Context: an optimization exercise on an open-source flow, tuned for small area and few clock cycles. The choices shown serve that exercise and are no tape-out recipe.
In this exercise RTL edits were held to simulation tests only and were not proved equivalent to the original.
Power is estimated from default activity; no workload was simulated.

Design fshv, start of the top module:
module fshv (
    input  wire        clk,
    input  wire        rst,
    input  wire        cmd_valid,
    input  wire [7:0]  cmd,
    output wire        cmd_ready,
    input  wire [15:0] store_len,
    output wire        rd_req,
    output wire [15:0] rd_addr,
    input  wire        rd_ack,
    input  wire [7:0]  rd_data,
    output wire        out_valid,
    output wire [2:0]  out_kind,
    output wire [7:0]  out_class,
    output wire [7:0]  out_id,
    output wire [15:0] out_len,
    output wire [15:0] out_pos,
    output wire [15:0] out_expected,
    output wire [15:0] out_got,
    output wire [15:0] cursor,
    output reg         commit_valid,
    output wire [15:0] commit_count,
    output reg         err_illegal_cmd,
    output reg         err_cursor
);
    localparam [7:0]  P_SYNC1   = 8'hB5;
    localparam [7:0]  P_SYNC2   = 8'h62;
    localparam [10:0] P_MAX_LEN = 11'd1240;
    localparam [7:0] CMD_SCAN   = 8'h01;
    localparam [7:0] CMD_COMMIT = 8'h02;
    localparam [1:0] KD_NONE = 2'b00;
    localparam [1:0] KD_OK   = 2'b01;
    localparam [1:0] KD_MIS  = 2'b10;
    localparam [1:0] KD_NEED = 2'b11;
    reg        busy;      
    reg        inf;       
    reg [15:0] m;         
    reg [10:0] o;         
    reg [1:0]  kd;
    reg        herr;
    reg [7:0]  cls_n;
    reg [7:0]  id_n;
    reg [10:0] len;
    reg [7:0]  ck_a;
    reg [7:0]  ck_b;
    reg [7:0]  rx_a_n;
    reg [7:0]  rx_b_n;    
    reg        got_a;     
    reg        sh_p;      
    reg        sh_f;      
    reg [2:0]  q_hi;
    wire [10:0] q = {q_hi, rx_b_n};
    function [15:0] add16;
        input [15:0] x;
        input [15:0] y;
  ...
clock: 10.0 ns
lec_check: 0
cap_margin: 20
core_margin: 2
core_utilization: 60
cts_buf_list: sky130_fd_sc_hd__clkbuf_8
cts_cluster_size: 10
slew_margin: 20
standard.sh (not shown) runs the stock make flow with config.mk's settings and CLKGATE_MAP_FILE= SYNTH_SCRIPT=/design/flow/synth_recipe.tcl, a recipe that flattens the netlist after the stock synthesis.
==> flow/flow/run.sh <==
#!/bin/bash
# The standard layout (the standard.sh: standard synthesis, floorplan, place,
# CTS, route, finish) with two changes to how cells are chosen:
#  - the port buffers that global placement inserts are made of the smallest
#    buffer cell, sky130_fd_sc_hd__buf_1, instead of the cell buffer_ports picks
#    by default (every input and output port still gets its own buffer);
#  - clock tree synthesis runs with ORFS's own arguments (sink clustering,
#    clock net repair, the cluster size and buffer list of config.mk) but
#    without dummy loads on the leaf nets.
# The whole make output goes to standard_flow.log here; ORFS's per-step logs
# stay under orfs/logs/.
set -euo pipefail
CTS="-sink_clustering_enable -repair_clock_nets -sink_clustering_size 10"
CTS="$CTS -buf_list sky130_fd_sc_hd__clkbuf_8 -dont_use_dummy_load"
bash standard.sh "BUFFER_PORTS_ARGS=-buffer_cell sky130_fd_sc_hd__buf_1" \
    "CTS_ARGS=$CTS" finish > standard_flow.log 2>&1
Testbench counts at the start, summed over its fixed seeds: cycles 133,836.
Change:
--- a/flow/design.v
+++ b/flow/design.v
@@ -36,17 +36,18 @@
     reg        inf;       
     reg [15:0] m;         
     reg [10:0] o;         
     reg [1:0]  kd;
     reg        herr;
     reg [7:0]  cls_n;
     reg [7:0]  id_n;
-    reg [10:0] len;
-    reg [7:0]  ck_a;
-    reg [7:0]  ck_b;
+    reg [10:0] len_n;
+    reg [7:0]  ck_a_n;
+    reg [7:0]  ck_b_n;
+    wire [10:0] len = ~len_n;
     reg [7:0]  rx_a_n;
     reg [7:0]  rx_b_n;    
     reg        got_a;     
     reg        sh_p;      
     reg        sh_f;      
     reg [2:0]  q_hi;
     wire [10:0] q = {q_hi, rx_b_n};
@@ -68,14 +69,27 @@
         input [7:0] y;
         integer k;
         reg c;
         begin
             c = 1'b0;
             for (k = 0; k < 8; k = k + 1) begin
                 add8[k] = x[k] ^ y[k] ^ c;
+                c = (x[k] & y[k]) | (c & (x[k] ^ y[k]));
+            end
+        end
+    endfunction
+    function [7:0] add8c;
+        input [7:0] x;
+        input [7:0] y;
+        integer k;
+        reg c;
+        begin
+            c = 1'b1;
+            for (k = 0; k < 8; k = k + 1) begin
+                add8c[k] = x[k] ^ y[k] ^ c;
                 c = (x[k] & y[k]) | (c & (x[k] ^ y[k]));
             end
         end
     endfunction
     function [10:0] inc11;
         input [10:0] x;
         integer k;
@@ -107,18 +121,18 @@
     end
     wire at_end = cmp;
     wire past   = cmp;
     assign rd_req = busy & ~at_end;
     assign cmd_ready = ~rst & ~busy & ~commit_valid;
     assign out_class    = ~(cls_n | {8{~show}});
     assign out_id       = ~(id_n | {8{~show}});
-    assign out_len      = show ? {5'd0, len} : 16'd0;
+    assign out_len      = {5'd0, ~(len_n | {11{~show}})};
     assign out_pos      = show ? m : 16'd0;
     assign out_expected = ~({rx_b_n, rx_a_n} | {16{~show}});
-    assign out_got      = show ? {ck_b, ck_a} : 16'd0;
+    assign out_got      = ~({ck_b_n, ck_a_n} | {16{~show}});
     wire [7:0] b = rd_data;
     wire b_s1 = (b == P_SYNC1);
     wire b_s2 = (b == P_SYNC2);
     wire [10:0] o_inc = inc11(o);
     wire o_is1  = (o == 11'd1);
     wire o_hdr  = (o[10:3] == 8'd0) & ~(o[2] & o[1]);      
     reg [11:0] len6;
@@ -133,16 +147,16 @@
         for (j = 3; j < 11; j = j + 1) begin
             len6[j] = len[j] ^ c6;
             c6      = len[j] & c6;
         end
         len6[11] = c6;
     end
     wire o_cka  = ({1'b0, o} == len6);
-    wire [7:0] ck_a_next = add8(ck_a, b);
-    wire [7:0] ck_b_next = add8(ck_b, ck_a_next);
+    wire [7:0] ck_a_n_next = add8c(ck_a_n, ~b);
+    wire [7:0] ck_b_n_next = add8c(ck_b_n, ck_a_n_next);
     wire [15:0] len_full = {b, len[7:0]};
     wire oversize = (len_full > {5'd0, P_MAX_LEN});
     wire [10:0] resume = sh_p ? q : o;
     always @(posedge clk) begin
         if (rst) begin
             busy            <= 1'b0;
             inf             <= 1'b0;
@@ -205,47 +219,47 @@
                         sh_p   <= 1'b1;
                         q_hi   <= o[10:8];
                         rx_b_n <= o[7:0];
                     end
                 end
                 o <= o_inc;
                 if (o_is1) begin
-                    ck_a  <= 8'd0;
-                    ck_b  <= 8'd0;
+                    ck_a_n <= 8'hff;
+                    ck_b_n <= 8'hff;
                     got_a <= 1'b0;
                     if (!b_s2) inf <= 1'b0;
                 end else if (o_hdr) begin
-                    ck_a <= ck_a_next;
-                    ck_b <= ck_b_next;
+                    ck_a_n <= ck_a_n_next;
+                    ck_b_n <= ck_b_n_next;
                     case (o[1:0])
                         2'd2: cls_n <= ~b;
                         2'd3: id_n  <= ~b;
-                        2'd0: len[7:0] <= b;
+                        2'd0: len_n[7:0] <= ~b;
                         default: begin
-                            len[10:8] <= b[2:0];
+                            len_n[10:8] <= ~b[2:0];
                             if (oversize) begin
                                 inf <= 1'b0;
                                 o   <= resume;
                             end
                         end
                     endcase
                 end else if (got_a) begin
                     rx_b_n <= ~b;
                     busy   <= 1'b0;
                     inf    <= 1'b0;
-                    if ({b, ~rx_a_n} == {ck_b, ck_a}) begin
+                    if ({~b, rx_a_n} == {ck_b_n, ck_a_n}) begin
                         kd <= KD_OK;
                     end else begin
                         kd <= KD_MIS;
                         o  <= resume;
                     end
                 end else if (o_cka) begin
                     rx_a_n <= ~b;
                     got_a  <= 1'b1;
                 end else begin
-                    ck_a <= ck_a_next;
-                    ck_b <= ck_b_next;
+                    ck_a_n <= ck_a_n_next;
+                    ck_b_n <= ck_b_n_next;
                 end
             end
         end
     end
 endmodule
What happened:
- clock-buffer cell count is unchanged
- sequential power is about the same
- utilization goes up by 1.3 points
- global-route usage barely changes
- routed wire length decreases by 2.7%
- via count went down by 0.68%
- design area shrinks by 2.0%
Testbench counts after the change, summed over its fixed seeds: cycles 133,836.

## afterwards: timing with drivers on the ports
How much do the figures lean on ideal ports? The routed layouts below were timed once more, with nothing changed but the port constraints.
Step 1: set_driving_cell puts a clkbuf_16 on clk and a buf_2 on each other input, an assumption about the parent block.
Step 2 times the ports against the registers' clock, not the clock port: input delays grow and output delays shrink by t, the midpoint of the rising clock arrivals with the driver on.
Three values: ideal ports, drivers, drivers and shift; two values: the first two.
run	t, ns	setup WS [ns]	hold slack, ns	worst setup path at the end
the first run	0.415	0.452 / 0.416 / 0.831	0.475 / 0.475 / 0.475	register to output
the second run	0.402	0.470 / 0.438 / 0.841	0.480 / 0.480 / 0.480	register to output
After both steps setup and hold are still met in every run listed.
